Source: an optimization exercise on an open RTL-to-GDS flow (aim: small area, a short achievable clock period and few clock cycles). Production flows keep margins and buffers that such runs may drop. Where RTL was checked, it was by simulation tests only, not by an equivalence proof against the original. No functional check of the RTL was part of run 4. Power and IR drop assume default switching activity.

[flow/constraint.sdc]
create_clock -name core_clock -period 12.0 [get_ports {clk}]
set_input_delay 2.4000 -clock core_clock [delete_from_list [all_inputs] [get_ports {clk}]]
set_output_delay 2.4000 -clock core_clock [all_outputs]
set_load 0.01 [all_outputs]
[flow/design.v]
module th_ks_add #(parameter W = 32) (
    input  wire [W-1:0] a,
    input  wire [W-1:0] b,
    input  wire         cin,
    output wire [W-1:0] s
);
    localparam L = 5;                  
    wire [W-1:0] p0 = a ^ b;
    wire [W-1:0] g [0:L];
    wire [W-1:0] p [0:L];
    assign g[0] = (a & b) | {{(W-1){1'b0}}, p0[0] & cin};
    assign p[0] = p0;
    genvar l, i;
    generate
        for (l = 0; l < L; l = l + 1) begin : g_lvl
            for (i = 0; i < W; i = i + 1) begin : g_bit
                if (i >= (1 << l)) begin : g_op
                    assign g[l+1][i] = g[l][i] | (p[l][i] & g[l][i-(1<<l)]);
                    assign p[l+1][i] = p[l][i] & p[l][i-(1<<l)];
                end else begin : g_pass
                    assign g[l+1][i] = g[l][i];
                    assign p[l+1][i] = p[l][i];
                end
            end
        end
    endgenerate
    assign s = p0 ^ {g[L][W-2:0], cin};
endmodule
module th_core (
    input  wire        clk,
    input  wire        rst,           
    input  wire        run_start,
    input  wire [31:0] run_budget,    
    output wire        busy,
    output reg         done,
    output reg  [31:0] consumed,
    output reg         refused,
    input  wire        host_wr,
    input  wire [4:0]  host_idx,
    input  wire [15:0] host_wdata,
    input  wire        di_req,
    input  wire [1:0]  irq_line,      
    output wire [31:0] pc_o,
    output wire [31:0] st_o,
    output wire        intout,
    output wire        mem_req,
    output wire        mem_we,
    output wire [27:0] mem_addr,
    output wire [15:0] mem_wdata,
    input  wire        mem_ready,
    input  wire [15:0] mem_rdata
);
    localparam [31:0] ST_INIT   = 32'h0000_0010;
    localparam        IE_BIT    = 21;
    localparam [11:0] K_NOP  = 12'h000;
    localparam [11:0] K_MOVI = 12'h001;
    localparam [11:0] K_ADDI = 12'h002;
    localparam [11:0] K_DSJ  = 12'h003;
    localparam [11:0] K_STL  = 12'h004;
    localparam [11:0] K_LDL  = 12'h005;
    localparam [11:0] K_STW  = 12'h006;
    localparam [11:0] K_LDW  = 12'h007;
    localparam [11:0] K_EINT = 12'h008;
    localparam [11:0] K_DINT = 12'h009;
    localparam [11:0] K_RETI = 12'h00A;
    localparam [11:0] K_JMPA = 12'h00B;
    localparam [11:0] K_TSTOP= 12'h00C;
    localparam I_IDLE = 0,  I_F = 1,  I_O1 = 2,  I_O2 = 3,  I_D1 = 4,  I_D2 = 5,
               I_FIN = 6,   I_BOOT0 = 7, I_BOOT1 = 8,
               I_INT0 = 9,  I_INT1 = 10, I_INT2 = 11, I_INT3 = 12, I_INT4 = 13,
               I_INT5 = 14, I_INT6 = 15, I_INT7 = 16,
               I_R0 = 17,   I_R1 = 18,   I_R2 = 19,   I_R3 = 20,   I_R4 = 21;
    localparam NS = 22;
    reg  [NS-1:0] S;
    reg  [NS-1:0] Sn;
    wire sIDLE = S[I_IDLE], sF = S[I_F], sO1 = S[I_O1], sO2 = S[I_O2], sD1 = S[I_D1], sD2 = S[I_D2];
    wire sFIN = S[I_FIN], sBOOT0 = S[I_BOOT0], sBOOT1 = S[I_BOOT1];
    wire sINT0 = S[I_INT0], sINT1 = S[I_INT1], sINT2 = S[I_INT2], sINT3 = S[I_INT3];
    wire sINT4 = S[I_INT4], sINT5 = S[I_INT5], sINT6 = S[I_INT6], sINT7 = S[I_INT7];
    wire sR0 = S[I_R0], sR1 = S[I_R1], sR2 = S[I_R2], sR3 = S[I_R3], sR4 = S[I_R4];
    reg [31:0] regs [0:15];           
    reg [31:0] pc;
    reg [31:0] st;
    reg [31:0] icounter;              
    reg [31:0] budget;
    reg [31:0] total;
    reg        stop_flag;
    reg        pend_hi, pend_di, pend_wv;
    reg [15:0] io [0:31];
    reg [15:0] ir;
    reg [3:0]  rn;                    
    reg [31:0] an;                    
    reg [15:0] lo;                    
    reg [15:0] wdata;                 
    reg [3:0]  vsel;                  
    reg        nocheck;               
    reg        wb_addi;               
    reg        ioph;                  
    reg [15:0] io_q;
    reg [27:0] abus;                  
    reg        a_en, a_we, a_io;      
    wire [11:0] k = ir[15:4];
    wire [31:0] sp = regs[15];
    wire k_movi = (k == K_MOVI);
    wire k_addi = (k == K_ADDI);
    wire k_dsj  = (k == K_DSJ);
    wire k_stl  = (k == K_STL);
    wire k_ldl  = (k == K_LDL);
    wire k_stw  = (k == K_STW);
    wire k_ldw  = (k == K_LDW);
    wire k_jmpa = (k == K_JMPA);
    assign busy   = ~sIDLE;
    assign pc_o   = pc;
    assign st_o   = st;
    assign intout = io[15][7];
    assign mem_req   = a_en & ~a_io;
    assign mem_we    = a_we;
    assign mem_addr  = abus;
    assign mem_wdata = wdata;
    wire [15:0] intpend = {4'b0, pend_wv, pend_di, pend_hi, 6'b0, irq_line[1], irq_line[0], 1'b0};
    wire [15:0] irq     = intpend & io[17];
    wire        nmi     = io[16][8];
    wire        mirq    = st[IE_BIT] & (irq[9] | irq[10] | irq[11] | irq[1] | irq[2]);
    reg [3:0] sel_vsel;
    always @(*) begin
        if (nmi)          sel_vsel = 4'h7;    
        else if (irq[9])  sel_vsel = 4'h6;    
        else if (irq[10]) sel_vsel = 4'h5;    
        else if (irq[11]) sel_vsel = 4'h4;    
        else if (irq[1])  sel_vsel = 4'hE;    
        else              sel_vsel = 4'hD;    
    end
    wire        ok      = a_en & (a_io ? (a_we | ioph) : mem_ready);
    wire [15:0] rd      = a_io ? io_q : mem_rdata;
    wire [4:0]  acc_idx = abus[4:0];
    wire [31:0] cons      = budget - icounter;
    wire [31:0] total_rep = total + budget - icounter;
    reg [15:0] io_rdata;
    always @(*) begin
        if (acc_idx == 5'd18)      io_rdata = intpend;
        else if (acc_idx == 5'd30) io_rdata = total_rep[19:4];
        else                       io_rdata = io[acc_idx];
    end
    wire        bus_io_wr = a_en & a_we & a_io;
    wire        io_wr     = bus_io_wr | (host_wr & sIDLE);
    wire [4:0]  io_widx   = bus_io_wr ? acc_idx : host_idx;
    wire [15:0] io_wdata  = bus_io_wr ? wdata : host_wdata;
    wire        halt_zero = bus_io_wr & (acc_idx == 5'd16) & wdata[15];
    wire loop_go  = ~icounter[31] & (icounter != 32'd0) & ~stop_flag;
    wire f_finish = sF & ~nocheck & ~loop_go;
    wire f_int    = sF & ~nocheck & loop_go & (nmi | mirq);
    wire f_take   = sF & (nocheck | (loop_go & ~nmi & ~mirq)) & ok;
    wire [11:0] rk     = rd[15:4];
    wire        r_one  = (rk == K_NOP) || (rk == K_EINT) || (rk == K_DINT) || (rk == K_TSTOP);
    wire        r_unas = (rk > K_TSTOP);
    wire        r_reti = (rk == K_RETI);
    wire [31:0] add_b = (sINT0 | sINT3) ? 32'hFFFF_FFE0 :
                        (sR2 | sR4)     ? 32'd32 :
                        sO1             ? 32'hFFFF_FFFF : {{16{lo[15]}}, lo};
    wire [31:0] sum;
    th_ks_add #(32) u_sum (.a(an), .b(add_b), .cin(1'b0), .s(sum));
    wire dsj_taken = (an != 32'd1);
    wire rf_we  = wb_addi | sINT0 | sINT3 | ((sR2 | sR4) & ok)
                | (ok & ((sO1 & k_dsj) | (sO2 & k_movi) | (sD1 & k_ldw) | (sD2 & k_ldl)));
    wire rf_sum = ~(sO2 | sD1 | sD2);
    wire [31:0] rf_wd = rf_sum ? sum : (k_ldw ? {16'd0, rd} : {rd, lo});
    wire [31:0] rf_wd_r = rst ? 32'd0 : rf_wd;
    integer i;
    always @(posedge clk)
        for (i = 0; i < 16; i = i + 1)
            if (rst || (rf_we && rn == i)) regs[i] <= rf_wd_r;
    wire [3:0]  rn_new = (f_int | r_reti) ? 4'd15 : rd[3:0];
    wire [31:0] an_new = (wb_addi && rn == rn_new) ? sum : regs[rn_new];
    wire [15:0] io_wd_r = rst ? 16'd0 : io_wdata;
    wire        nmi_clr = f_int & nmi;
    always @(posedge clk) begin
        for (i = 0; i < 32; i = i + 1)
            if (i != 18 && i != 30 && (rst || (io_wr && io_widx == i))) io[i] <= io_wd_r;
        if (nmi_clr) io[16][8] <= 1'b0;
    end
    wire charge = (f_take & r_one)
                | (ok & ((sO1 & (k_addi | k_dsj)) | (sO2 & (k_movi | k_jmpa))
                       | (sD1 & (k_ldw | k_stw)) | sD2 | sR4 | sINT7));
    wire [4:0]  cost    = sF ? 5'd1 : sO1 ? 5'd2 : (sO2 | sD1) ? 5'd3 : sD2 ? 5'd4 : sR4 ? 5'd8 : 5'd16;
    wire [31:0] icnt_c  = icounter - {27'd0, cost};
    wire [31:0] icnt_c3 = icounter - 32'd3;
    wire [31:0] ncost   = 32'd0 - {27'd0, cost};
    wire        take3   = sO1 & k_dsj & dsj_taken;
    wire [31:0] icnt_next = halt_zero ? (charge ? ncost : 32'd0)
                          : charge ? (take3 ? icnt_c3 : icnt_c) : icounter;
    wire [27:0] pcw_inc  = pc[31:4] + 28'd1;
    wire [27:0] abus_inc = abus + 28'd1;
    wire [27:0] dsj_tgt;
    th_ks_add #(28) u_tgt (.a(pcw_inc), .b({{12{rd[15]}}, rd}), .cin(1'b0), .s(dsj_tgt));
    wire [31:0] rdlo     = {rd, lo};
    localparam A_HOLD = 0, A_PC = 1, A_PCI = 2, A_TGT = 3, A_RDLO = 4, A_INC = 5,
               A_SUM = 6, A_SP = 7, A_VEC = 8;
    reg [3:0] asel;
    reg       n_en, n_we;
    always @(*) begin
        Sn   = S;
        asel = A_HOLD;
        n_en = a_en;
        n_we = a_we;
        if (sBOOT0 && ok) begin Sn[I_BOOT0] = 1'b0; Sn[I_BOOT1] = 1'b1; asel = A_INC; end
        if (sBOOT1 && ok) begin Sn[I_BOOT1] = 1'b0; Sn[I_IDLE]  = 1'b1; n_en = 1'b0; end
        if (sIDLE && run_start && !io[16][15]) begin
            Sn[I_IDLE] = 1'b0; Sn[I_F] = 1'b1; asel = A_PC; n_en = 1'b1; n_we = 1'b0;
        end
        if (f_finish || sFIN) begin
            Sn[I_F] = 1'b0; Sn[I_FIN] = 1'b0; Sn[I_IDLE] = 1'b1; n_en = 1'b0;
        end
        if (f_int) begin Sn[I_F] = 1'b0; Sn[I_INT0] = 1'b1; n_en = 1'b0; end
        if (f_take) begin
            asel = A_PCI;
            if (!r_one) begin
                Sn[I_F] = 1'b0;
                if (r_unas)      begin Sn[I_FIN] = 1'b1; n_en = 1'b0; end
                else if (r_reti) begin Sn[I_R0]  = 1'b1; n_en = 1'b0; end
                else                   Sn[I_O1]  = 1'b1;
            end
        end
        if (sO1 && ok) begin
            Sn[I_O1] = 1'b0;
            asel = (k_dsj && dsj_taken) ? A_TGT : A_PCI;
            if (k_addi || k_dsj) Sn[I_F]  = 1'b1;
            else                 Sn[I_O2] = 1'b1;
        end
        if (sO2 && ok) begin
            Sn[I_O2] = 1'b0;
            if (k_movi)      begin Sn[I_F] = 1'b1; asel = A_PCI; end
            else if (k_jmpa) begin Sn[I_F] = 1'b1; asel = A_RDLO; end
            else begin
                Sn[I_D1] = 1'b1; asel = A_RDLO;
                n_we = k_stl | k_stw;
            end
        end
        if (sD1 && ok) begin
            Sn[I_D1] = 1'b0;
            if (k_ldw || k_stw) begin Sn[I_F] = 1'b1; asel = A_PC; n_we = 1'b0; end
            else                begin Sn[I_D2] = 1'b1; asel = A_INC; end
        end
        if (sD2 && ok) begin Sn[I_D2] = 1'b0; Sn[I_F] = 1'b1; asel = A_PC; n_we = 1'b0; end
        if (sINT0) begin Sn[I_INT0] = 1'b0; Sn[I_INT1] = 1'b1; asel = A_SUM; n_en = 1'b1; n_we = 1'b1; end
        if (sINT1 && ok) begin Sn[I_INT1] = 1'b0; Sn[I_INT2] = 1'b1; asel = A_INC; end
        if (sINT2 && ok) begin Sn[I_INT2] = 1'b0; Sn[I_INT3] = 1'b1; n_en = 1'b0; end
        if (sINT3) begin Sn[I_INT3] = 1'b0; Sn[I_INT4] = 1'b1; asel = A_SUM; n_en = 1'b1; n_we = 1'b1; end
        if (sINT4 && ok) begin Sn[I_INT4] = 1'b0; Sn[I_INT5] = 1'b1; asel = A_INC; end
        if (sINT5 && ok) begin Sn[I_INT5] = 1'b0; Sn[I_INT6] = 1'b1; asel = A_VEC; n_we = 1'b0; end
        if (sINT6 && ok) begin Sn[I_INT6] = 1'b0; Sn[I_INT7] = 1'b1; asel = A_INC; end
        if (sINT7 && ok) begin Sn[I_INT7] = 1'b0; Sn[I_F] = 1'b1; asel = A_RDLO; end
        if (sR0) begin Sn[I_R0] = 1'b0; Sn[I_R1] = 1'b1; asel = A_SP; n_en = 1'b1; n_we = 1'b0; end
        if (sR1 && ok) begin Sn[I_R1] = 1'b0; Sn[I_R2] = 1'b1; asel = A_INC; end
        if (sR2 && ok) begin Sn[I_R2] = 1'b0; Sn[I_R3] = 1'b1; asel = A_SUM; end
        if (sR3 && ok) begin Sn[I_R3] = 1'b0; Sn[I_R4] = 1'b1; asel = A_INC; end
        if (sR4 && ok) begin Sn[I_R4] = 1'b0; Sn[I_F] = 1'b1; asel = A_RDLO; end
    end
    reg [27:0] na;
    always @(*) begin
        case (asel)
            A_PC:    na = pc[31:4];
            A_PCI:   na = pcw_inc;
            A_TGT:   na = dsj_tgt;
            A_RDLO:  na = rdlo[31:4];
            A_INC:   na = abus_inc;
            A_SUM:   na = sum[31:4];
            A_SP:    na = sp[31:4];
            A_VEC:   na = {23'h7FFFFF, vsel[3:0], 1'b0};
            default: na = abus;
        endcase
    end
    wire na_io = (na[27:11] == 17'h18000);
    wire finish = f_finish | sFIN;
    always @(posedge clk) begin
        if (rst) begin
            S         <= {{(NS-1){1'b0}}, 1'b1} << I_BOOT0;
            abus      <= 28'hFFFFFFE;
            a_en      <= 1'b1;
            a_we      <= 1'b0;
            a_io      <= 1'b0;
            pend_hi   <= 1'b0;
            pend_di   <= 1'b0;
            pend_wv   <= 1'b0;
            pc        <= 32'd0;
            st        <= ST_INIT;
            icounter  <= 32'd0;
            budget    <= 32'd0;
            total     <= 32'd0;
            stop_flag <= 1'b0;
            ir        <= 16'd0;
            rn        <= 4'd0;
            an        <= 32'd0;
            lo        <= 16'd0;
            wdata     <= 16'd0;
            vsel      <= 4'd0;
            nocheck   <= 1'b0;
            wb_addi   <= 1'b0;
            ioph      <= 1'b0;
            io_q      <= 16'd0;
            done      <= 1'b0;
            consumed  <= 32'd0;
            refused   <= 1'b0;
        end else begin
            S       <= Sn;
            abus    <= na;
            a_io    <= na_io;
            a_en    <= n_en;
            a_we    <= n_we;
            done    <= 1'b0;
            wb_addi <= 1'b0;
            if (a_en & a_io & ~a_we & ~ioph) begin
                ioph <= 1'b1;
                io_q <= io_rdata;
            end else begin
                ioph <= 1'b0;
            end
            if (io_wr) begin
                if (io_widx == 5'd15 && !io[15][3] && io_wdata[3])
                    pend_hi <= 1'b1;
                if (io_widx == 5'd18) begin
                    if (!io_wdata[9])  pend_hi <= 1'b0;
                    if (!io_wdata[10]) pend_di <= 1'b0;
                    if (!io_wdata[11]) pend_wv <= 1'b0;
                end
            end
            if (di_req && sIDLE)
                pend_di <= 1'b1;
            icounter <= icnt_next;
            if (f_take || f_int) begin
                rn <= rn_new;
                an <= an_new;
            end else if (rf_we) begin
                an <= rf_wd;
            end
            if (finish) begin
                consumed <= cons;
                total    <= total_rep;
                done     <= 1'b1;
            end
            if (sBOOT0 && ok) lo <= rd;
            if (sBOOT1 && ok) pc <= rdlo;
            if (sIDLE && run_start) begin
                refused   <= 1'b0;
                budget    <= run_budget;
                icounter  <= run_budget;
                stop_flag <= 1'b0;
                nocheck   <= 1'b0;
                if (io[16][15]) begin
                    consumed <= 32'd0;
                    done     <= 1'b1;
                end
            end
            if (f_int) vsel <= sel_vsel;
            if (f_take) begin
                ir      <= rd;
                pc      <= {pcw_inc, 4'b0};
                nocheck <= 1'b0;
                if (rk == K_EINT)  st[IE_BIT] <= 1'b1;
                if (rk == K_DINT)  st[IE_BIT] <= 1'b0;
                if (rk == K_TSTOP) stop_flag  <= 1'b1;
                if (r_unas)        refused    <= 1'b1;
            end
            if (sO1 && ok) begin
                lo <= rd;
                pc <= (k_dsj && dsj_taken) ? {dsj_tgt, 4'b0} : {pcw_inc, 4'b0};
                if (k_addi) wb_addi <= 1'b1;
            end
            if (sO2 && ok) begin
                pc    <= k_jmpa ? rdlo : {pcw_inc, 4'b0};
                wdata <= an[15:0];
            end
            if (sD1 && ok) begin
                lo    <= rd;
                wdata <= an[31:16];
            end
            if (sINT0)        wdata <= pc[15:0];
            if (sINT1 && ok)  wdata <= pc[31:16];
            if (sINT3)        wdata <= st[15:0];
            if (sINT4 && ok)  wdata <= st[31:16];
            if (sINT5 && ok)  st    <= ST_INIT;
            if (sINT6 && ok)  lo    <= rd;
            if (sINT7 && ok) begin
                pc      <= rdlo;
                nocheck <= 1'b1;
            end
            if (sR1 && ok) lo <= rd;
            if (sR2 && ok) st <= rdlo;
            if (sR3 && ok) lo <= rd;
            if (sR4 && ok) pc <= rdlo;
        end
    end
endmodule
[flow/config.mk]
export PLATFORM = sky130hd
export DESIGN_NAME = th_core
export DESIGN_NICKNAME = th_core
export VERILOG_FILES = /design/flow/design.v
export SDC_FILE = /design/flow/constraint.sdc
export NUM_CORES = 4
export LEC_CHECK = 0
export CAP_MARGIN = 20
export CORE_MARGIN = 2
export CORE_UTILIZATION = 40
export SLEW_MARGIN = 20
[flow/run.sh]
#!/bin/bash
# synth_recipe.tcl (not shown) runs the flow's synth.tcl, then flattens the netlist and writes it again
# the make line also repeats each setting of config.mk as NAME=value (left out here)
make -C /OpenROAD-flow-scripts/flow DESIGN_CONFIG=/design/flow/config.mk WORK_HOME=/design/flow/orfs CLKGATE_MAP_FILE= SYNTH_SCRIPT=/design/flow/synth_recipe.tcl finish
==> results of run 1 <==
[how the worst max path moves through the flow]
stage | from | end | cells after the start
6_report | mem_rdata[3] | a_io$_SDFF_PP0_ | 18
4_1_cts | mem_rdata[3] | a_io$_SDFF_PP0_ | 18
3_3_place_gp | mem_rdata[3] | a_io$_SDFF_PP0_ | 18
5_1_grt | mem_rdata[3] | abus[26]$_SDFF_PP1_ | 17
3_5_place_dp | mem_rdata[3] | a_io$_SDFF_PP0_ | 18
2_1_floorplan | mem_rdata[2] | a_io$_SDFF_PP0_ | 18
[final cells by class]
| type | instances | share of cell area, % |
|---|---|---|
| Antenna cell | 6 | 0.0209 |
| Clock buffer | 184 | 5.35 |
| Clock inverter | 76 | 1.32 |
| Inverter | 180 | 0.941 |
| Multi-Input combinational cell | 3737 | 33.0 |
| Sequential cell | 1333 | 50.9 |
| Tap cell | 2030 | 3.53 |
| Timing Repair Buffer | 399 | 4.96 |
[synthesized netlist by cell type, types with 92 or more instances]
master    count
nand2_1     535
nor2_1      570
a221oi_1     92
a21oi_1     482
clkbuf_1    289
edfxtp_1    991
a211oi_1    123
xnor2_1     106
o21ai_0     243
inv_1       176
nand4_1     110
nand3_1     109
dfxtp_1     342
a22oi_1     324
ha_1        121
[state kept, by name, summed over array words and instances (netlist names), 22 cells and up]
signal / flops
regs: 512
io: 480
an: 32
budget: 32
consumed: 32
icounter: 32
pc: 32
st: 32
abus: 28
S: 22
[worst max-delay path: stages]
cell	delay, ns
clkdlybuf4s50_1	0.54
mux2i_4	0.18
buf_4	0.52
inv_2	0.54
ha_1	0.52
o21a_1	0.20
o31a_1	0.13
o311a_1	0.38
o31a_1	0.38
or3_1	0.33
a31oi_1	0.20
xor2_1	0.35
o21ai_0	0.19
a22oi_1	0.22
a31oi_1	0.15
a2111o_1	0.37
or4_1	0.55
nor4_2	0.21
[routing by layer]
layer / global-route usage [%] / part of all wire, %
met5: 0 / 0.035
met2: 46.9 / 44
met4: 12.5 / 4.4
met3: 6.81 / 12
met1: 43.1 / 40
[cells by family (layout without fill, tap and decap cells)]
kind of cell,after synthesis,count (layout),synth area share [%]
AO/OA/AOI/OAI,1702,1702,18.5
XOR/XNOR,159,159,2.27
adder cells (fa/ha/maj),144,144,3.21
buffers and inverters,502,839,3.10
flip-flops,1333,1333,59.6
multiplexers,67,67,1.12
other,0,6,0
AND/OR/NAND/NOR,1665,1665,12.3
[where the power goes]
group,leakage (nW),internal [mW],total [mW],switching [mW]
clock,2.30,2.52,4.50,1.98
sequential,12.9,5.27,5.45,0.179
combinational,10.3,0.570,1.76,1.19
total,25.5,8.36,11.7,3.35
==> key figures, run 1 <==
CTS
  • Post-cts resize count: 0
  • CTS tree: yes
  • Clock sink total: ~1300
  • Hold_buf cts: 0
  • Clk Latency, worst-skew pair: slightly above 0.8 ns
  • Setup bufs post-CTS: 0
  • Clock transition at the registers of the reported paths: 0.07 ns
  • H-tree levels: 4
  • Root Buffer: clkbuf_16
  • Clock Tree Buf Depth: 3
  • CTS Buf Count: 144

Finish
  • Layout Cell Area excl Fill: 71900 um2
  • Most frequent cells in the layout: edfxtp_1, nor2_1, nand2_1
  • Commonest non-fill, non-tap cell in the layout: edfxtp_1
  • Nets: ~6000
  • P&R area growth vs syn: 17.0%
  • Multi-input logic area: roughly 24000 um2
  • Fin util: a little under half
  • Cell Count, Final, Fillers Out: 7945
  • FF/Latch Area: approximately 37000 um2
  • Ratio of cells with drive above 1 in the final layout: under 10%
  • Fillers: about 14000

Route
  • Initial DRT Pass Iterations: 7
  • DRT Wirelength: about 250000 um
  • DR WL/cell: between 30 and 40 um
  • Via count: 50200
  • First DRT Iteration DRCs: just under 7000
  • Residual DRC count: 0
  • Antenna-violating nets left: 0
  • Via density: approximately 6.3

Timing
  • Worst slew pin tran: between 1 and 1.5 ns
  • RSZ-0062 raised after global routing: no
  • Fin worst setup slack: 4.34 ns
  • Slew headroom: 18.1%
  • Clock Skews: between 0.05 and 0.06 ns
  • Pins over their slew limit: 0
  • Hold Violations, Final: 0
  • Number of setup violations in the final report: 0
  • Period Utilization, post-route: a little under two thirds
  • WHS: 0.451 ns
  • TNS Setup: 0 ns
  • Tmin final: 7.66 ns
  • Max Fclk: 131 MHz

Global route
  • Gr usage total: between 30 and 40%
  • Largest net degree at the start of global routing: 97
  • First-pass GRT wire length: around 350000 um
  • Vias in the first global route: around 47000
  • Initial antenna violation count: 11
  • GR Overflow Total: 0

Critical path
  • Reg2reg setup slack: roughly 5.4 ns
  • CP endpoint kind: register
  • R2R Path Start: a_io$_SDFF_PP0_
  • Crit Path Max Fanout: between 40 and 50
  • Reg2reg path depth: 18
  • CP Launch Type: input port
  • Required time worst endpoint: around 13 ns
  • CP arrival: about 8.4 ns
  • Critical path type: in -> reg
  • RR Endpoint: a_io$_SDFF_PP0_

Placed design
  • I/O Buffers: 222
  • Post-DP HPWL: 169000 um
  • Dpl ws: between 3 and 4 ns
  • DP Cell Count: 7676
  • Placed cell area: 67000 um2
  • RD Place Congestion: between 0.9 and 1

Yosys
  • Synth area leader: edfxtp_1
  • Post-synth cell types: 98
  • EDFF count, synth: 991
  • Seq/Total Area, Yosys: about three fifths
  • Seq cells post-synth: approximately 1300
  • Asr flop ratio synth: 0%
  • Area share of the largest cell type after synthesis: about half
  • Mapped Cells: 5572
  • Top post-synthesis cells by area: edfxtp_1, dfxtp_1, a22oi_1, a21oi_1, nor2_1
  • Syn avg cell area: ~11 um2
  • Main synth FF type: edfxtp_1
  • Syn nets: ~5800
  • Warnings, synthesis: 5
  • Post-Syn Area: around 60000 um2

Die
  • # rows: ~140
  • Die W: ~400 um
  • Die area: 157000 um2
  • Die height: 396 um
  • Placeable Area: approximately 150000 um2
  • Initial core utilization: between 40% and 50%
  • Num ports: 223

Power
  • Pwr Total: 11.7 mW
  • Worst ir drop on vdd: around 0.00015 V
  • PD cells: 163 nW/um2
  • LEAKAGE: roughly 25 nW

Worst hold path
  • WHS Path Cells: 2
  • Hold crit path type: reg -> reg
  • Hold wc startpoint: consumed[17]$_SDFF_PP0_
  • Hold endpoint: consumed[17]$_SDFF_PP0_

Flow run
  • # Max-Cap Violations: 0

Outcome
  • Status: no timing/DRC/antenna violations
Testbench counts, summed over its fixed seeds: cycles 182,188.
==> run 2: changes to the inputs <==
--- a/flow/config.mk
+++ b/flow/config.mk
@@ -10,2 +10,3 @@
 export CORE_UTILIZATION = 40
+export SETUP_SLACK_MARGIN = 5
 export SLEW_MARGIN = 20
==> run 2 against run 1 <==
  * Global-route usage about the same
  * Clock skew down 0.0030 ns
  * Die area unchanged
  * Core utilization about the same
  * Sequential cell count unchanged
  * Combinational power about the same
  * Sequential power about the same
  * Sequential share of layout area about the same
  * Design area about the same
  * First-iteration DRC count down 3.2%
==> key figures, run 2 <==
Critical path
  • Reg2reg setup slack: 5.56 ns (+0.16 ns)
  • Critical path type: in -> reg
  • Required time worst endpoint: 12.72 ns (about the same)
  • Crit Path Max Fanout: 39 (-7.1%)
  • CP endpoint kind: register
  • CP Launch Type: input port
  • CP arrival: 7.86 ns (-0.52 ns)

Yosys
  • Mapped Cells: 5572 (unchanged)
  • Synth top cells by count: edfxtp_1, nor2_1, nand2_1, a21oi_1, dfxtp_1
  • Post-synth cell types: 98 (unchanged)
  • Area share of the largest cell type after synthesis: 48.4% (unchanged)
  • Synth area leader: edfxtp_1
  • Top post-synthesis cells by area: edfxtp_1, dfxtp_1, a22oi_1, a21oi_1, nor2_1
  • Asr flop ratio synth: 0% (unchanged)
  • Warnings, synthesis: 5 (unchanged)
  • Main synth FF type: edfxtp_1
  • Syn avg cell area: 11.0 um2 (unchanged)
  • Seq/Total Area, Yosys: 59.6% (unchanged)
  • Post-Syn Area: 61500 um2 (unchanged)
  • Most frequent cell after synthesis: edfxtp_1
  • Seq cells post-synth: 1333 (unchanged)
  • Syn nets: 5793 (unchanged)
  • EDFF count, synth: 991 (unchanged)

Finish
  • Max FFs per register: 512 (unchanged)
  • Most frequent cells in the layout: edfxtp_1, nor2_1, nand2_1
  • Commonest non-fill, non-tap cell in the layout: edfxtp_1
  • Ratio of cells with drive above 1 in the final layout: 9.38% (+0.10 points)
  • Fin util: 47.3% (about the same)
  • Nets: 6016 (unchanged)
  • Cell Count, Final, Fillers Out: 7943 (-0.025%)
  • P&R area growth vs syn: 17.1% (about the same)
  • Layout Cell Area excl Fill: 71900 um2 (about the same)
  • Reg with most FFs: regs
  • Top flop regs: regs (512), io (480)

Placed design
  • Post-DP HPWL: 169000 um (unchanged)
  • I/O Buffers: 222 (unchanged)
  • Placed cell area: 67000 um2 (unchanged)
  • DP Cell Count: 7676 (unchanged)
  • RD Place Congestion: 0.983 (unchanged)
  • Dpl ws: 3.61 ns (unchanged)

Power
  • Worst ir drop on vdd: 0.000148 V (+0.27%)
  • LEAKAGE: 25.5 nW (about the same)
  • PD cells: 163 nW/um2 (-0.10%)
  • Pwr Total: 11.7 mW (about the same)

Timing
  • Fin worst setup slack: 4.86 ns (+0.520 ns)
  • WHS: 0.449 ns (-0.00149 ns)
  • Pins over their slew limit: 0 (unchanged)
  • Worst slew pin tran: 1.18 ns (-0.0462 ns)
  • Max Fclk: 140 MHz (+7.3%)
  • Tmin final: 7.14 ns (-0.520 ns)
  • TNS Setup: 0 ns (unchanged)
  • Slew headroom: 20.9% (+2.8 points)
  • Number of setup violations in the final report: 0 (unchanged)
  • Clock Skews: 0.0532 ns (-0.00304 ns)
  • Period Utilization, post-route: 59.5% (-4.3 points)
  • Hold Violations, Final: 0 (unchanged)
  • RSZ-0062 raised after global routing: yes

CTS
  • Hold_buf cts: 0 (unchanged)
  • H-tree levels: 4 (unchanged)
  • CTS Buf Count: 144 (unchanged)
  • Clk Latency, worst-skew pair: 0.83 ns (about the same)
  • CTS tree: yes
  • Setup bufs post-CTS: 0 (unchanged)
  • Clock Tree Buf Depth: 3 (unchanged)
  • Root Buffer: clkbuf_16
  • Clock transition at the registers of the reported paths: 0.06 ns (about the same)
  • Clock sink total: 1333 (unchanged)

Route
  • Via density: 6.30 (-0.18%)
  • Max Used Layer: met5
  • Via count: 50100 (-0.20%)
  • Routed metal-1 wirelength: 101000 um (+0.99%)
  • Routed met2 length: 109000 um (-0.18%)
  • DRT Wirelength: 249000 um (about the same)
  • DR WL/cell: 31.3 um (about the same)
  • First DRT Iteration DRCs: 6741 (-3.2%)
  • Residual DRC count: 0 (unchanged)
  • WL met3: 28200 um (-3.4%)
  • Antenna-violating nets left: 0 (unchanged)
  • Initial DRT Pass Iterations: 9 (+2)

Die
  • Initial core utilization: 40.4% (unchanged)
  • Num ports: 223 (unchanged)
  • Die height: 396 um (unchanged)
  • Placeable Area: 152000 um2 (unchanged)
  • Die area: 157000 um2 (unchanged)
  • # rows: 143 (unchanged)
  • Die W: 396 um (unchanged)

Outcome
  • Status: no timing/DRC/antenna violations

Worst hold path
  • Hold crit path type: reg -> reg

Global route
  • First-pass GRT wire length: 350000 um (about the same)
  • Gr usage total: 31.0% (about the same)
  • Initial antenna violation count: 11 (unchanged)
  • GR Overflow Total: 0 (unchanged)
  • Largest net degree at the start of global routing: 97 (unchanged)
  • Vias in the first global route: 46600 (+0.021%)

Flow run
  • # Max-Cap Violations: 0 (unchanged)
-- run 2: timing repair --
| action | 4_1_cts | 5_1_grt |
|---|---|---|
| hold endpoints to repair | 0 | 0 |
| resized for setup | 8 | 4 |
| endpoints found under the setup margin | 8 | 4 |
| cloned | 0 | 0 |
-- run 2: layout make-up --
| class | count | area (um2) |
|---|---|---|
| clock buffers | 184 | 3840 |
| diodes | 4 | 10.0 |
| clock inverters | 76 | 948 |
| repair buffers | 399 | 3580 |
| inverters | 180 | 684 |
| well taps | 2030 | 2540 |
| flip-flops and latches | 1333 | 36600 |
| fillers | 13900 | 80300 |
| multi-input cells | 3737 | 23700 |
-- run 2: worst max-delay path, stage by stage --
cell             delay (ns)
clkdlybuf4s50_1        0.41
mux2i_2                0.24
buf_4                  0.31
inv_2                  0.05
buf_6                  0.21
ha_1                   0.41
nor2b_1                0.17
o31a_1                 0.28
o311a_1                0.39
o31a_1                 0.39
or3_1                  0.33
a31oi_1                0.20
xor2_1                 0.35
o21ai_0                0.20
a22oi_1                0.23
a31oi_1                0.15
a2111o_1               0.37
or4_1                  0.55
nor4_2                 0.21
-- run 2: final timing paths --
path	to	startpoint	depth (start not counted)
hold reg to reg	consumed[17]$_SDFF_PP0_	consumed[17]$_SDFF_PP0_	2
hold / removal	consumed[17]$_SDFF_PP0_	consumed[17]$_SDFF_PP0_	2
setup reg to reg	regs[4][26]$_DFFE_PP_	S[21]$_SDFFE_PP0P_	15
setup / recovery	a_io$_SDFF_PP0_	mem_rdata[2]	19
-- run 2: cells by family (layout without fill, tap and decap cells) --
family | after synthesis | count (layout) | synth area share (%)
other | 0 | 4 | 0
AND/OR/NAND/NOR | 1665 | 1665 | 12.3
multiplexers | 67 | 67 | 1.12
adder cells (fa/ha/maj) | 144 | 144 | 3.21
AO/OA/AOI/OAI | 1702 | 1702 | 18.5
flip-flops | 1333 | 1333 | 59.6
buffers and inverters | 502 | 839 | 3.10
XOR/XNOR | 159 | 159 | 2.27
-- run 2: routing by layer --
layer	GRT usage, %	vias up
met3	6.87	540
met2	47.0	3064
met5	0	-
met4	12.4	10
li1	-	21600
met1	43.1	24800
-- run 2: power breakdown --
group	switching (mW)	leakage (nW)	internal (mW)
sequential	0.179	12.9	5.27
clock	1.98	2.30	2.52
combinational	1.18	10.3	0.571
==> run 3: changes to the inputs <==
==> flow/flow/run.sh (new file) <==
#!/bin/bash
set -euo pipefail
bash standard.sh SETUP_SLACK_MARGIN=8 finish > orfs_make.log 2>&1
==> flow/standard.sh (new file) <==
#!/bin/bash
# synth_recipe.tcl (not shown) runs the flow's synth.tcl, then flattens the netlist and writes it again
# the make line also repeats each setting of config.mk as NAME=value (left out here)
make -C /OpenROAD-flow-scripts/flow DESIGN_CONFIG=/design/flow/config.mk WORK_HOME=/design/flow/orfs CLKGATE_MAP_FILE= SYNTH_SCRIPT=/design/flow/synth_recipe.tcl "${@:-finish}"
--- a/flow/config.mk
+++ b/flow/config.mk
@@ -10,3 +10,2 @@
 export CORE_UTILIZATION = 40
-export SETUP_SLACK_MARGIN = 5
 export SLEW_MARGIN = 20
removed: flow/run.sh
==> run 3 against run 2 <==
  * Still clean on timing, DRC and antenna
  * Worst setup slack better by 1.2 ns
  * Synthesized cell count unchanged
  * Register-to-register slack better by 0.86 ns
  * Fmax up 20%
  * Sequential share of layout area down 5.6 points
  * Synthesized area unchanged
  * Non-clock buffer count up 388
  * Core utilization up 6.2 points
  * Clock-buffer cell count up 4
  * Critical path type unchanged
  * Largest cell class unchanged
  * Highest routed layer unchanged
==> key figures, run 3 <==
Outcome
  • Status: no timing/DRC/antenna violations

Die
  • Die area: 157000 um2 (unchanged)
  • Num ports: 223 (unchanged)
  • Placeable Area: 152000 um2 (unchanged)
  • Initial core utilization: 40.4% (unchanged)
  • # rows: 143 (unchanged)
  • Die W: 396 um (unchanged)
  • Die height: 396 um (unchanged)

Timing
  • TNS Setup: 0 ns (unchanged)
  • Fin worst setup slack: 6.04 ns (+1.18 ns)
  • Tmin final: 5.96 ns (-1.18 ns)
  • Slew headroom: 11.4% (-9.5 points)
  • WHS: 0.447 ns (-0.00178 ns)
  • Clock Skews: 0.0633 ns (+0.0101 ns)
  • Max Fclk: 168 MHz (+20%)
  • Worst slew pin tran: 1.33 ns (+0.147 ns)
  • Hold Violations, Final: 0 (unchanged)
  • Pins over their slew limit: 0 (unchanged)
  • Period Utilization, post-route: 49.7% (-9.9 points)
  • Number of setup violations in the final report: 0 (unchanged)
  • RSZ-0062 raised after global routing: yes

CTS
  • CTS tree: yes
  • Clock Tree Buf Depth: 3 (unchanged)
  • Clk Latency, worst-skew pair: 0.82 ns (about the same)
  • Clock sink total: 1333 (unchanged)
  • Clock transition at the registers of the reported paths: 0.06 ns (about the same)
  • Hold_buf cts: 0 (unchanged)
  • H-tree levels: 4 (unchanged)
  • CTS Buf Count: 146 (+1.4%)
  • Root Buffer: clkbuf_16

Route
  • DRT Wirelength: 275000 um (+11%)
  • Residual DRC count: 0 (unchanged)
  • First DRT Iteration DRCs: 8160 (+21%)
  • Initial DRT Pass Iterations: 6 (-3)
  • Via density: 6.48 (+2.8%)
  • Antenna-violating nets left: 0 (unchanged)
  • Via count: 54200 (+8.2%)
  • DR WL/cell: 33.0 um (+5.2%)

Global route
  • Initial antenna violation count: 10 (-1)
  • Gr usage total: 32.6% (+1.6 points)
  • GR Overflow Total: 0 (unchanged)
  • First-pass GRT wire length: 368000 um (+5.2%)
  • Largest net degree at the start of global routing: 151 (+56%)
  • Vias in the first global route: 49100 (+5.4%)

Yosys
  • Asr flop ratio synth: 0% (unchanged)
  • Main synth FF type: edfxtp_1
  • Warnings, synthesis: 5 (unchanged)
  • Area share of the largest cell type after synthesis: 48.4% (unchanged)
  • Top post-synthesis cells by area: edfxtp_1, dfxtp_1, a22oi_1, a21oi_1, nor2_1
  • Synth area leader: edfxtp_1
  • Seq/Total Area, Yosys: 59.6% (unchanged)
  • Syn nets: 5793 (unchanged)
  • Syn avg cell area: 11.0 um2 (unchanged)
  • Post-synth cell types: 98 (unchanged)
  • Seq cells post-synth: 1333 (unchanged)
  • EDFF count, synth: 991 (unchanged)
  • Mapped Cells: 5572 (unchanged)
  • Most frequent cell after synthesis: edfxtp_1
  • Post-Syn Area: 61500 um2 (unchanged)
  • Synth top cells by count: edfxtp_1, nor2_1, nand2_1, a21oi_1, dfxtp_1

Critical path
  • Crit Path Max Fanout: 3 (-92%)
  • Critical Path Max Stage Delay: 0.43 ns (-0.12 ns)
  • CP endpoint kind: register
  • Reg2reg path depth: 17 (+2)
  • CP Launch Type: input port
  • Crit-path cells: buf_8, mux2i_2, buf_6, inv_4, buf_12, ha_4, inv_2, fa_2, nor2b_4, o31a_1, o311a_4, buf_6, o221a_2, o21a_1, o31ai_4, mux2_4, o22ai_1, nor4_2, o221ai_1, a2111o_1, or4_1, nor4_2
  • Critical path type: in -> reg
  • CP arrival: 6.67 ns (-1.19 ns)
  • Crit-path slowest cell: or4_1
  • Required time worst endpoint: 12.72 ns (about the same)

Power
  • PD cells: 151 nW/um2 (-7.0%)
  • Reg power frac: 44.3% (-2.3 points)
  • Pwr Total: 12.3 mW (+5.2%)
  • Comb power frac: 18.6% (+3.6 points)
  • Int Power: 8.66 mW (+3.6%)
  • Clk pwr share: 37.1% (-1.3 points)
  • Worst ir drop on vdd: 0.000144 V (-2.2%)
  • Switch share: 29.6% (+1.1 points)
  • Sw power: 3.65 mW (+9.3%)
  • LEAKAGE: 29.4 nW (+15%)

Finish
  • Layout Cell Area excl Fill: 81400 um2 (+13%)
  • Most frequent cells in the layout: edfxtp_1, nand2_1, nor2_1
  • Max FFs per register: 512 (unchanged)
  • Commonest non-fill, non-tap cell in the layout: edfxtp_1
  • Ratio of cells with drive above 1 in the final layout: 26.7% (+17 points)
  • Top flop regs: regs (512), io (480)
  • Reg with most FFs: regs
  • Nets: 6417 (+6.7%)
  • P&R area growth vs syn: 32.5%
  • Fillers: 12900 (-7.3%)

Placed design
  • Placed cell area: 67400 um2 (+0.70%)
  • Post-DP HPWL: 165000 um (-2.3%)
  • Dpl ws: 4.27 ns (+0.664 ns)
  • I/O Buffers: 222 (unchanged)
  • RD Place Congestion: 0.978 (-0.52%)

Flow run
  • # Max-Cap Violations: 0 (unchanged)

Worst hold path
  • WHS Path Cells: 2 (unchanged)
  • Hold crit path type: reg -> reg
[run 3: cell families (layout without fill, tap and decap cells)]
group | count (synthesis) | count (layout) | share of synthesized area [%]
buf+inv | 502 | 1235 | 3.10
other cells | 0 | 9 | 0
xor+xnor | 159 | 159 | 2.27
compound gates | 1702 | 1703 | 18.5
simple gates | 1665 | 1675 | 12.3
mux | 67 | 67 | 1.12
flops | 1333 | 1333 | 59.6
fa+ha+maj | 144 | 144 | 3.21
[run 3: what timing repair did]
item,in CTS,in global routing
endpoints found under the setup margin,1996,1062
resized for setup,959,579
buffers inserted,256,133
cloned,16,26
pin swaps,166,284
[run 3: cell type report]
type | instances | area [um2] | share of cell area [%]
clock buffer | 188 | 3910 | 4.81
inverter | 180 | 778 | 0.956
clock inverter | 80 | 942 | 1.16
antenna | 9 | 22.5 | 0.0277
sequential | 1333 | 36900 | 45.3
timing repair buffer | 787 | 8280 | 10.2
multi-input combinational | 3748 | 28100 | 34.5
tap | 2030 | 2540 | 3.12
[run 3: path summary, 6_finish.rpt]
| path | from | slack (ns) | to |
|---|---|---|---|
| worst max-delay path | mem_rdata[0] | 6.04 | a_io$_SDFF_PP0_ |
| worst min-delay path | consumed[25]$_SDFF_PP0_ | 0.45 | consumed[25]$_SDFF_PP0_ |
| worst max register to register | pc[13]$_SDFFE_PP0P_ | 6.42 | abus[26]$_SDFF_PP1_ |
| worst min register to register | consumed[25]$_SDFF_PP0_ | 0.45 | consumed[25]$_SDFF_PP0_ |
[run 3: stage by stage]
step,util (%),instances
6_report,53.5,8355
5_1_grt,53.5,8350
4_1_cts,50.8,8187
3_5_place_dp,44.3,7647
3_3_place_gp,44.3,7645
2_1_floorplan,-,5572
[run 3: layer usage]
metal / up-vias / wire length, um / GRT usage, %
met4: 8 / 16400 / 15.0
li1: 22500 / - / -
met2: 3908 / 118000 / 48.6
met3: 831 / 34900 / 9.13
met5: - / 60 / 0
met1: 26900 / 106000 / 43.8
[run 3: critical path: cells and delay by family]
kind	cells	cell delay, ns
AOI/OAI and AO/OA	8	2.00
and+or+nand+nor	4	0.91
buffers and inverters	6	0.59
adders and majority gates	2	0.38
muxes	2	0.37
[run 3: power by group through the flow]
stage | sequential [mW] | combinational (mW) | clock (mW)
2_1_floorplan | 5.47 | 1.05 | 0
3_3_place_gp | 5.53 | 1.74 | 0
3_5_place_dp | 5.54 | 1.75 | 0
4_1_cts | 5.44 | 2.04 | 4.59
5_1_grt | 5.47 | 2.38 | 4.78
6_report | 5.45 | 2.29 | 4.57
==> run 4: changes to the inputs <==
--- a/flow/design.v
+++ b/flow/design.v
@@ -1,2 +1,2 @@
-module th_ks_add #(parameter W = 32) (
+module th_ks_add #(parameter W = 32, parameter L = 5) (    
     input  wire [W-1:0] a,
@@ -4,5 +4,5 @@
     input  wire         cin,
-    output wire [W-1:0] s
+    output wire [W-1:0] s,
+    output wire         cout
 );
-    localparam L = 5;                  
     wire [W-1:0] p0 = a ^ b;
@@ -26,3 +26,20 @@
     endgenerate
-    assign s = p0 ^ {g[L][W-2:0], cin};
+    assign s    = p0 ^ {g[L][W-2:0], cin};
+    assign cout = g[L][W-1];
+endmodule
+module th_br_tgt (
+    input  wire [27:0] base,
+    input  wire [15:0] d,
+    output wire [27:0] t
+);
+    wire [15:0] s;
+    wire        c;
+    th_ks_add #(16, 4) u_lo (.a(base[15:0]), .b(d), .cin(1'b0), .s(s), .cout(c));
+    wire [11:0] hi   = base[27:16];
+    wire [11:0] hi_p = hi + 12'd1;
+    wire [11:0] hi_m = ~(~hi + 12'd1);       
+    wire        up   = c & ~d[15];
+    wire        dn   = ~c & d[15];
+    assign t[15:0]  = s;
+    assign t[27:16] = (hi & {12{~up & ~dn}}) | (hi_p & {12{up}}) | (hi_m & {12{dn}});
 endmodule
@@ -35,3 +52,3 @@
     output reg         done,
-    output reg  [31:0] consumed,
+    output wire [31:0] consumed,
     output reg         refused,
@@ -89,3 +106,3 @@
     reg [15:0] io [0:31];
-    reg [15:0] ir;
+    reg        k_movi, k_addi, k_dsj, k_stl, k_ldl, k_stw, k_ldw, k_jmpa;    
     reg [3:0]  rn;                    
@@ -100,13 +117,5 @@
     reg [27:0] abus;                  
-    reg        a_en, a_we, a_io;      
-    wire [11:0] k = ir[15:4];
+    reg        a_en, a_we;            
+    wire       a_io = (abus[27:11] == 17'h18000);    
     wire [31:0] sp = regs[15];
-    wire k_movi = (k == K_MOVI);
-    wire k_addi = (k == K_ADDI);
-    wire k_dsj  = (k == K_DSJ);
-    wire k_stl  = (k == K_STL);
-    wire k_ldl  = (k == K_LDL);
-    wire k_stw  = (k == K_STW);
-    wire k_ldw  = (k == K_LDW);
-    wire k_jmpa = (k == K_JMPA);
     assign busy   = ~sIDLE;
@@ -115,2 +124,3 @@
     assign intout = io[15][7];
+    assign consumed  = budget;         
     assign mem_req   = a_en & ~a_io;
@@ -160,3 +170,3 @@
     wire [31:0] sum;
-    th_ks_add #(32) u_sum (.a(an), .b(add_b), .cin(1'b0), .s(sum));
+    th_ks_add #(32, 5) u_sum (.a(an), .b(add_b), .cin(1'b0), .s(sum), .cout());
     wire dsj_taken = (an != 32'd1);
@@ -193,3 +203,3 @@
     wire [27:0] dsj_tgt;
-    th_ks_add #(28) u_tgt (.a(pcw_inc), .b({{12{rd[15]}}, rd}), .cin(1'b0), .s(dsj_tgt));
+    th_br_tgt u_tgt (.base(pcw_inc), .d(rd), .t(dsj_tgt));
     wire [31:0] rdlo     = {rd, lo};
@@ -271,3 +281,2 @@
     end
-    wire na_io = (na[27:11] == 17'h18000);
     wire finish = f_finish | sFIN;
@@ -279,3 +288,2 @@
             a_we      <= 1'b0;
-            a_io      <= 1'b0;
             pend_hi   <= 1'b0;
@@ -289,3 +297,10 @@
             stop_flag <= 1'b0;
-            ir        <= 16'd0;
+            k_movi    <= 1'b0;
+            k_addi    <= 1'b0;
+            k_dsj     <= 1'b0;
+            k_stl     <= 1'b0;
+            k_ldl     <= 1'b0;
+            k_stw     <= 1'b0;
+            k_ldw     <= 1'b0;
+            k_jmpa    <= 1'b0;
             rn        <= 4'd0;
@@ -300,3 +315,2 @@
             done      <= 1'b0;
-            consumed  <= 32'd0;
             refused   <= 1'b0;
@@ -305,3 +319,2 @@
             abus    <= na;
-            a_io    <= na_io;
             a_en    <= n_en;
@@ -335,3 +348,3 @@
             if (finish) begin
-                consumed <= cons;
+                budget   <= cons;
                 total    <= total_rep;
@@ -348,3 +361,3 @@
                 if (io[16][15]) begin
-                    consumed <= 32'd0;
+                    budget   <= 32'd0;
                     done     <= 1'b1;
@@ -354,3 +367,10 @@
             if (f_take) begin
-                ir      <= rd;
+                k_movi  <= (rk == K_MOVI);
+                k_addi  <= (rk == K_ADDI);
+                k_dsj   <= (rk == K_DSJ);
+                k_stl   <= (rk == K_STL);
+                k_ldl   <= (rk == K_LDL);
+                k_stw   <= (rk == K_STW);
+                k_ldw   <= (rk == K_LDW);
+                k_jmpa  <= (rk == K_JMPA);
                 pc      <= {pcw_inc, 4'b0};
--- a/flow/config.mk
+++ b/flow/config.mk
@@ -11 +11,2 @@
 export SLEW_MARGIN = 20
+export TNS_END_PERCENT = 5
==> run 4 against run 3 <==
  * Clock-buffer cell count decreased by 2
  * Fmax rose by 8.8%
  * Global-route usage down 1.3 points
  * Non-clock buffer count fell by 151
  * Synthesized cell count down 0.47%
  * Sequential share of layout area is 1.7 points higher
  * Critical path depth is 3 higher
  * Design area fell by 5.9%
  * Via count decreased by 1.8%
  * Total power decreased by 6.5%
  * Sequential cell count is 37 lower
  * Critical path type unchanged
  * Largest power group unchanged
==> key figures, run 4 <==
Die
  • Initial core utilization: 40.2% (-0.13 points)
  • Die W: 398 um (+0.41%)
  • Die height: 398 um (+0.41%)
  • Num ports: 223 (unchanged)
  • Placeable Area: 154000 um2 (+1.2%)
  • # rows: 144 (+0.70%)
  • Die area: 158000 um2 (+0.83%)

CTS
  • H-tree levels: 4 (unchanged)
  • Clk Latency, worst-skew pair: 0.80 ns (-0.02 ns)
  • Clock Tree Buf Depth: 3 (unchanged)
  • CTS Buf Count: 138 (-5.5%)
  • Clock sink total: 1296 (-2.8%)
  • Clock transition at the registers of the reported paths: 0.06 ns (about the same)
  • Root Buffer: clkbuf_16
  • CTS tree: yes

Finish
  • Reg with most FFs: regs
  • Ratio of cells with drive above 1 in the final layout: 18.3% (-8.4 points)
  • Nets: 6183 (-3.6%)
  • Top flop regs: regs (512), io (480)
  • Most frequent cells in the layout: edfxtp_1, nand2_1, nor2_1
  • Max FFs per register: 512 (unchanged)
  • P&R area growth vs syn: 23.6%
  • Commonest non-fill, non-tap cell in the layout: edfxtp_1

Route
  • Residual DRC count: 0 (unchanged)
  • DRT Wirelength: 265000 um (-3.8%)
  • Via count: 53200 (-1.8%)
  • First DRT Iteration DRCs: 8008 (-1.9%)
  • Via density: 6.55 (+1.0%)
  • DR WL/cell: 32.6 um (-1.0%)
  • Antenna-violating nets left: 0 (unchanged)
  • Initial DRT Pass Iterations: 8 (+2)

Yosys
  • Syn nets: 5760 (-0.57%)
  • Area share of the largest cell type after synthesis: 48.0% (-0.40 points)
  • Most frequent cell after synthesis: edfxtp_1
  • Top post-synthesis cells by area: edfxtp_1, dfxtp_1, a22oi_1, a21oi_1, nand2_1
  • Seq/Total Area, Yosys: 57.9% (-1.7 points)
  • Adder-Cell Fraction of Synth Area: 3.04% (-0.17 points)
  • Seq cells post-synth: 1296 (-2.8%)
  • Post-synth cell types: 102 (+4.1%)
  • Warnings, synthesis: 5 (unchanged)
  • Asr flop ratio synth: 0% (unchanged)
  • Synth Area in Compound Gates: 20.1% (+1.6 points)
  • Synth Area in XOR/XNOR: 2.16% (-0.10 points)
  • Synth top cells by count: edfxtp_1, nand2_1, nor2_1, a21oi_1, a22oi_1
  • Synth area leader: edfxtp_1
  • Syn avg cell area: 11.2 um2 (+1.3%)
  • EDFF count, synth: 991 (unchanged)
  • Post-Synth Simple-Gate Area: 11.8% (-0.50 points)
  • Mux cell area share after synthesis: 1.54% (+0.42 points)
  • Main synth FF type: edfxtp_1
  • Post-Syn Area: 62000 um2 (+0.83%)
  • Mapped Cells: 5546 (-0.47%)
  • Largest family of logic cells by synthesized area: compound AO/OA/AOI/OAI gates

Timing
  • Pins over their slew limit: 0 (unchanged)
  • Hold Violations, Final: 0 (unchanged)
  • Number of setup violations in the final report: 0 (unchanged)
  • Tmin final: 5.48 ns (-0.483 ns)
  • Clock Skews: 0.0276 ns (-0.0357 ns)
  • RSZ-0062 raised after global routing: yes
  • Period Utilization, post-route: 45.6% (-4.0 points)
  • TNS Setup: 0 ns (unchanged)
  • Max Fclk: 183 MHz (+8.8%)
  • Slew headroom: 17.9% (+6.5 points)
  • Worst slew pin tran: 1.22 ns (-0.105 ns)

Critical path
  • R2R Path Start: abus[18]$_SDFFE_PP1P_
  • Reg2reg path depth: 27 (+10)
  • Critical path type: in -> reg
  • RR Endpoint: pc[21]$_SDFFE_PP0P_
  • CP arrival: 6.12 ns (-0.55 ns)
  • CP endpoint kind: register
  • CP Launch Type: input port
  • Crit Path Max Fanout: 4 (+1)
  • Required time worst endpoint: 12.65 ns (-0.07 ns)
  • Reg2reg setup slack: 6.60 ns (+0.18 ns)

Power
  • Comb power frac: 17.9% (-0.7 points)
  • Sw power: 3.35 mW (-8.1%)
  • Reg power frac: 46.1% (+1.8 points)
  • LEAKAGE: 27.3 nW (-6.9%)
  • Worst ir drop on vdd: 0.000107 V (-26%)
  • Pwr Total: 11.5 mW (-6.5%)
  • Clk pwr share: 36.0% (-1.1 points)
  • Switch share: 29.1% (-0.53 points)
  • Int Power: 8.16 mW (-5.8%)
  • PD cells: 150 nW/um2 (-0.60%)

Global route
  • Initial antenna violation count: 6 (-4)
  • First-pass GRT wire length: 358000 um (-3.0%)
  • Global routing's busiest layer: met2
  • Met3 Track Usage GR: 7.26% (-1.9 points)
  • Met2 Use GR: 46.7% (-1.9 points)
  • Largest net degree at the start of global routing: 129 (-15%)
  • Met1 Use GR: 44.5% (+0.65 points)
  • Vias in the first global route: 47800 (-2.8%)
  • GR Overflow Total: 0 (unchanged)
  • Gr usage total: 31.3% (-1.3 points)

Outcome
  • Status: no timing/DRC/antenna violations

Flow run
  • # Max-Cap Violations: 0 (unchanged)

Worst hold path
  • Hold wc startpoint: total[11]$_SDFFE_PP0P_
  • WHS Path Cells: 2 (unchanged)
  • Hold crit path type: reg -> reg
  • Hold endpoint: total[11]$_SDFFE_PP0P_

Placed design
  • I/O Buffers: 222 (unchanged)
  • Post-DP HPWL: 165000 um (+0.20%)
  • RD Place Congestion: 1.02 (+4.2%)
run 4: cell types whose count changed in the layout (fill, tap and decap cells not counted), moves of 50 or more:
cell and delta:
mux2i_1 +55, dlygate4sd2_1 -111, clkdlybuf4s50_1 +146, buf_4 -50
nand2_1 -66, nor2_1 -67, o21ai_0 +97
run 4: worst max-delay path: stages:
cell,delay [ns]
buf_12,0.08
mux2i_4,0.08
inv_4,0.12
ha_4,0.13
inv_2,0.03
fa_2,0.36
nor2b_4,0.15
o21ai_4,0.08
a21boi_4,0.14
o211ai_1,0.13
a21oi_2,0.25
nor3_4,0.07
o41ai_4,0.26
nand2_1,0.08
nand2_1,0.07
a21o_1,0.18
inv_2,0.06
ha_4,0.18
nor2b_4,0.12
a221o_1,0.32
a221oi_2,0.29
o21ai_1,0.08
a21boi_2,0.18
o221ai_2,0.19
a21oi_1,0.09
run 4: routing by layer:
layer | vias to the layer above | wire length (um)
li1 | 22400 | -
met1 | 26400 | 106000
met2 | 3789 | 114000
met3 | 618 | 33100
met4 | 8 | 12500
met5 | - | 60
run 4: power by group through the flow:
stage          logic, mW  registers [mW]  clock network (mW)
2_1_floorplan       1.09            5.32                   0
3_3_place_gp        1.80            5.38                   0
3_5_place_dp        1.80            5.38                   0
4_1_cts             1.90            5.29                4.17
5_1_grt             2.17            5.32                4.34
6_report            2.06            5.30                4.15
run 4: how the worst max path moves through the flow:
stage / start / endpoint / depth (start not counted)
after floorplan: mem_rdata[0] / abus[17]$_SDFFE_PP1P_ / 23
after global placement: mem_rdata[0] / abus[21]$_SDFFE_PP1P_ / 25
after detailed placement: mem_rdata[0] / abus[21]$_SDFFE_PP1P_ / 25
after CTS: mem_rdata[0] / abus[17]$_SDFFE_PP1P_ / 24
after global routing: mem_rdata[3] / pc[21]$_SDFFE_PP0P_ / 24
final: mem_rdata[0] / pc[21]$_SDFFE_PP0P_ / 25
run 4: cell type report:
| cell class | instances | area [um2] |
|---|---|---|
| Antenna cell | 2 | 5.00 |
| Clock buffer | 186 | 3800 |
| Clock inverter | 58 | 488 |
| Fill cell | 13600 | 77400 |
| Inverter | 186 | 762 |
| Multi-Input combinational cell | 3711 | 26600 |
| Sequential cell | 1296 | 36000 |
| Tap cell | 2044 | 2560 |
| Timing Repair Buffer | 636 | 6410 |
run 4: cell families after synthesis:
family                     after synthesis
AOI/OAI and AO/OA                     1776
adders and majority gates              137
muxes                                   93
DFF                                   1296
and+or+nand+nor                       1548
buffers and inverters                  543
xor gates and xnor gates               153
run 4: repair_timing:
item,CTS,global route
resized for setup,257,456
cloned,5,20
hold buffers,0,0
setup endpoints to repair,2019,1899
buffers inserted,93,114
pin swaps,80,233
run 4: through the flow:
stage / utilization, % / worst slack, ns / hold slack, ns / instance area (um2) / instances
6_report: 49.7 / 6.52 / 0.450 / 76600 / 8119
5_1_grt: 49.7 / 6.36 / 0.472 / 76600 / 8117
4_1_cts: 47.7 / 6.45 / 0.452 / 73400 / 7980
3_5_place_dp: 43.7 / 4.37 / 0.445 / 67300 / 7638
3_3_place_gp: 43.7 / 4.38 / 0.438 / 67300 / 7636
2_1_floorplan: - / 6.20 / 0.432 / 62200 / 5546
==> run 5: changes to the inputs <==
--- a/flow/design.v
+++ b/flow/design.v
@@ -29,18 +29,2 @@
 endmodule
-module th_br_tgt (
-    input  wire [27:0] base,
-    input  wire [15:0] d,
-    output wire [27:0] t
-);
-    wire [15:0] s;
-    wire        c;
-    th_ks_add #(16, 4) u_lo (.a(base[15:0]), .b(d), .cin(1'b0), .s(s), .cout(c));
-    wire [11:0] hi   = base[27:16];
-    wire [11:0] hi_p = hi + 12'd1;
-    wire [11:0] hi_m = ~(~hi + 12'd1);       
-    wire        up   = c & ~d[15];
-    wire        dn   = ~c & d[15];
-    assign t[15:0]  = s;
-    assign t[27:16] = (hi & {12{~up & ~dn}}) | (hi_p & {12{up}}) | (hi_m & {12{dn}});
-endmodule
 module th_core (
@@ -202,4 +186,4 @@
     wire [27:0] abus_inc = abus + 28'd1;
-    wire [27:0] dsj_tgt;
-    th_br_tgt u_tgt (.base(pcw_inc), .d(rd), .t(dsj_tgt));
+    wire [27:0] dsj_tgt  = pcw_inc + {{12{rd[15]}}, rd};
+    wire        br_take  = sO1 & k_dsj & dsj_taken;    
     wire [31:0] rdlo     = {rd, lo};
@@ -234,3 +218,3 @@
             Sn[I_O1] = 1'b0;
-            asel = (k_dsj && dsj_taken) ? A_TGT : A_PCI;
+            asel = A_PCI;                     
             if (k_addi || k_dsj) Sn[I_F]  = 1'b1;
@@ -272,3 +256,2 @@
             A_PCI:   na = pcw_inc;
-            A_TGT:   na = dsj_tgt;
             A_RDLO:  na = rdlo[31:4];
@@ -384,3 +367,3 @@
                 lo <= rd;
-                pc <= (k_dsj && dsj_taken) ? {dsj_tgt, 4'b0} : {pcw_inc, 4'b0};
+                pc <= {pcw_inc, 4'b0};
                 if (k_addi) wb_addi <= 1'b1;
@@ -409,2 +392,6 @@
             if (sR4 && ok) pc <= rdlo;
+            if (br_take && ok) begin
+                pc   <= {dsj_tgt, 4'b0};
+                abus <= dsj_tgt;
+            end
         end
==> run 5 against run 4 <==
  * Still clean on timing, DRC and antenna
  * Fmax grew 8.5%
  * Worst setup slack gained 0.43 ns
  * Worst hold slack better by 0.0032 ns
  * Clock skew grew 0.023 ns
  * Synthesized cell count decreased by 5.4%
  * Register-to-register slack better by 0.60 ns
  * Global-route usage is 1.1 points higher
  * Critical endpoint is now mem_addr[2]
  * Largest power group unchanged
  * Highest routed layer unchanged
==> key figures, run 5 <==
Critical path
  • Crit-path cells: clkdlybuf4s50_1
  • Cell family with most CP delay: buffers and inverters
  • Crit-path slowest cell: clkdlybuf4s50_1
  • Sum of buffers and inverters on the critical path: 1 (-3)
  • Crit Path Max Fanout: 14 (+10)
  • CP Launch Type: register
  • CP arrival: 2.65 ns (-3.47 ns)
  • CP endpoint kind: output pin
  • Critical Path Max Stage Delay: 1.02 ns (+0.66 ns)
  • Critical path type: reg -> out
  • Required time worst endpoint: 9.60 ns (-3.05 ns)

Finish
  • Fin util: 49.5% (-0.23 points)
  • Max FFs per register: 512 (unchanged)
  • Top flop regs: regs (512), io (480)
  • Fillers: 13300 (-2.1%)
  • Layout Cell Area excl Fill: 74100 um2 (-3.3%)
  • P&R area growth vs syn: 23.2%
  • Ratio of cells with drive above 1 in the final layout: 17.1% (-1.1 points)
  • Nets: 5898 (-4.6%)
  • Most frequent cells in the layout: edfxtp_1, nor2_1, nand2_1
  • Reg with most FFs: regs
  • Commonest non-fill, non-tap cell in the layout: edfxtp_1

Timing
  • RSZ-0062 raised after global routing: yes
  • Worst slew pin tran: 1.22 ns (-0.00311 ns)
  • Period Utilization, post-route: 42.1% (-3.6 points)
  • Hold Violations, Final: 0 (unchanged)
  • Clock Skews: 0.0502 ns (+0.0226 ns)
  • TNS Setup: 0 ns (unchanged)
  • Number of setup violations in the final report: 0 (unchanged)
  • Tmin final: 5.05 ns (-0.427 ns)
  • Max Fclk: 198 MHz (+8.5%)
  • Slew headroom: 18.1% (+0.21 points)
  • WHS: 0.454 ns (+0.00319 ns)
  • Pins over their slew limit: 0 (unchanged)

Route
  • DRT Wirelength: 256000 um (-3.4%)
  • Via count: 50600 (-4.9%)
  • Initial DRT Pass Iterations: 6 (-2)
  • Antenna-violating nets left: 0 (unchanged)
  • DR WL/cell: 32.7 um (+0.38%)
  • Via density: 6.48 (-1.1%)
  • First DRT Iteration DRCs: 7737 (-3.4%)
  • Residual DRC count: 0 (unchanged)

Global route
  • Largest net degree at the start of global routing: 147 (+14%)
  • GR Overflow Total: 0 (unchanged)
  • Vias in the first global route: 46100 (-3.5%)
  • Initial antenna violation count: 18 (+12)
  • First-pass GRT wire length: 355000 um (-0.72%)
  • Gr usage total: 32.4% (+1.1 points)

Power
  • Pwr Total: 11.8 mW (+2.3%)
  • Int Power: 8.35 mW (+2.3%)
  • Reg power frac: 45.5% (-0.6 points)
  • Switch share: 29.1% (about the same)
  • Worst ir drop on vdd: 0.000106 V (-1.2%)
  • Comb power frac: 17.6% (-0.3 points)
  • LEAKAGE: 26.7 nW (-2.2%)
  • Clk pwr share: 37.0% (+1.0 points)
  • PD cells: 159 nW/um2 (+5.8%)
  • Sw power: 3.43 mW (+2.4%)

CTS
  • Root Buffer: clkbuf_16
  • CTS Buf Count: 137 (-0.72%)
  • Hold_buf cts: 0 (unchanged)
  • CTS tree: yes
  • Clock Tree Buf Depth: 3 (unchanged)
  • Clock sink total: 1296 (unchanged)
  • H-tree levels: 4 (unchanged)
  • Clk Latency, worst-skew pair: 0.83 ns (+0.03 ns)
  • Clock transition at the registers of the reported paths: 0.06 ns (about the same)

Die
  • Num ports: 223 (unchanged)
  • Die area: 153000 um2 (-3.0%)
  • Placeable Area: 150000 um2 (-2.9%)
  • # rows: 142 (-1.4%)
  • Die W: 392 um (-1.5%)
  • Die height: 392 um (-1.5%)
  • Initial core utilization: 40.2% (-0.045 points)

Yosys
  • Post-Syn Area: 60100 um2 (-3.0%)
  • Seq cells post-synth: 1296 (unchanged)
  • Top post-synthesis cells by area: edfxtp_1, dfxtp_1, a22oi_1, nor2_1, a21oi_1
  • Post-synth cell types: 94 (-7.8%)
  • Mapped Cells: 5249 (-5.4%)
  • Synth top cells by count: edfxtp_1, nor2_1, nand2_1, a21oi_1, dfxtp_1
  • Synth area leader: edfxtp_1
  • Main synth FF type: edfxtp_1
  • Asr flop ratio synth: 0% (unchanged)
  • Syn nets: 5470 (-5.0%)
  • EDFF count, synth: 991 (unchanged)
  • Area share of the largest cell type after synthesis: 49.5% (+1.5 points)
  • Most frequent cell after synthesis: edfxtp_1
  • Warnings, synthesis: 4 (-1)
  • Syn avg cell area: 11.5 um2 (+2.5%)
  • Seq/Total Area, Yosys: 59.7% (+1.8 points)

Placed design
  • Placed cell area: 65500 um2 (-2.7%)
  • Post-DP HPWL: 160000 um (-3.1%)
  • RD Place Congestion: 1.02 (-0.32%)
  • I/O Buffers: 222 (unchanged)

Worst hold path
  • Hold crit path type: reg -> reg

Outcome
  • Status: no timing/DRC/antenna violations

Flow run
  • # Max-Cap Violations: 0 (unchanged)
## run 5: cell count changes in the layout (fill, tap and decap cells not counted), moves of 26 or more
cell and change:
a211oi_1 +26, a21oi_1 -47, a221oi_1 +27, a221oi_2 -33, nand2_1 -53, nor2_1 +33, o21ai_0 -40
## run 5: final timing paths
kind,from,end,cells after the start,slack (ns)
max,abus[2]$_SDFFE_PP1P_,mem_addr[2],1,6.95
min,total[0]$_SDFFE_PP0P_,total[0]$_SDFFE_PP0P_,2,0.45
max reg2reg,abus[17]$_SDFFE_PP1P_,abus[24]$_SDFFE_PP1P_,21,7.20
min reg2reg,total[0]$_SDFFE_PP0P_,total[0]$_SDFFE_PP0P_,2,0.45
## run 5: final cells by class
type,count,area (um2),share of cell area [%]
diodes,6,15.0,0.0203
clock buffers,181,3670,4.96
clock inverters,72,908,1.23
inverters,162,668,0.902
multi-input cells,3484,24500,33.0
flip-flops and latches,1296,36000,48.6
well taps,2016,2520,3.41
repair buffers,596,5830,7.87
## run 5: what timing repair did
| action | 4_1_cts | 5_1_grt |
|---|---|---|
| setup buffers | 152 | 59 |
| gates cloned | 16 | 2 |
| pin swaps | 116 | 54 |
| endpoints found under the setup margin | 1945 | 2125 |
| resized for setup | 372 | 157 |
## run 5: tightest hold or removal path, delay by kind of cell, from the launching register on
kind,cells,cell delay (ns)
DFF,1,0.31
and+or+nand+nor,1,0.05
AOI/OAI and AO/OA,1,0.05
## run 5: power groups by stage
stage	sequential [mW]	clock, mW	combinational [mW]
2_1_floorplan	5.35	0	1.12
3_3_place_gp	5.43	0	1.82
3_5_place_dp	5.44	0	1.82
4_1_cts	5.35	4.38	1.96
5_1_grt	5.37	4.55	2.18
6_report	5.36	4.36	2.07
## run 5: stage by stage
stage	std cells	setup slack [ns]
final	7813	6.95
after global placement	7324	5.32
after floorplan	5249	6.46
after CTS	7746	7.08
after global routing	7809	6.85
after detailed placement	7325	5.28
## run 5: metal layers
metal  global-route usage, %  vias to the layer above  part of all wire, %  routed length, um
met5                       0                        -                0.064                163
met4                    14.3                       20                  5.2              13300
met3                    8.67                      629                   13              33300
met2                    47.3                     3574                   42             108000
met1                    45.1                    25100                   40             101000
li1                        -                    21200                    -                  -
## run 5: kinds of logic (layout without fill, tap and decap cells)
group                    count (synthesis)  in the layout  synth area share, %
AO/OA/AOI/OAI                         1609           1610                 18.8
AND/OR/NAND/NOR                       1502           1507                 11.7
flip-flops                            1296           1296                 59.7
buffers and inverters                  475           1011                 3.10
XOR/XNOR                               148            148                 2.16
adder cells (fa/ha/maj)                144            144                 3.28
multiplexers                            75             75                 1.27
other                                    0              6                    0
Testbench counts of run 5, summed over its fixed seeds: cycles 182,188.

Setup slack of run 5, layout unchanged: 6.951 ns with ideal ports, 6.863 ns with driving cells assumed (clock clkbuf_16, inputs buf_2), 6.043 ns with port delays also shifted by the 0.893 ns mid clock arrival.
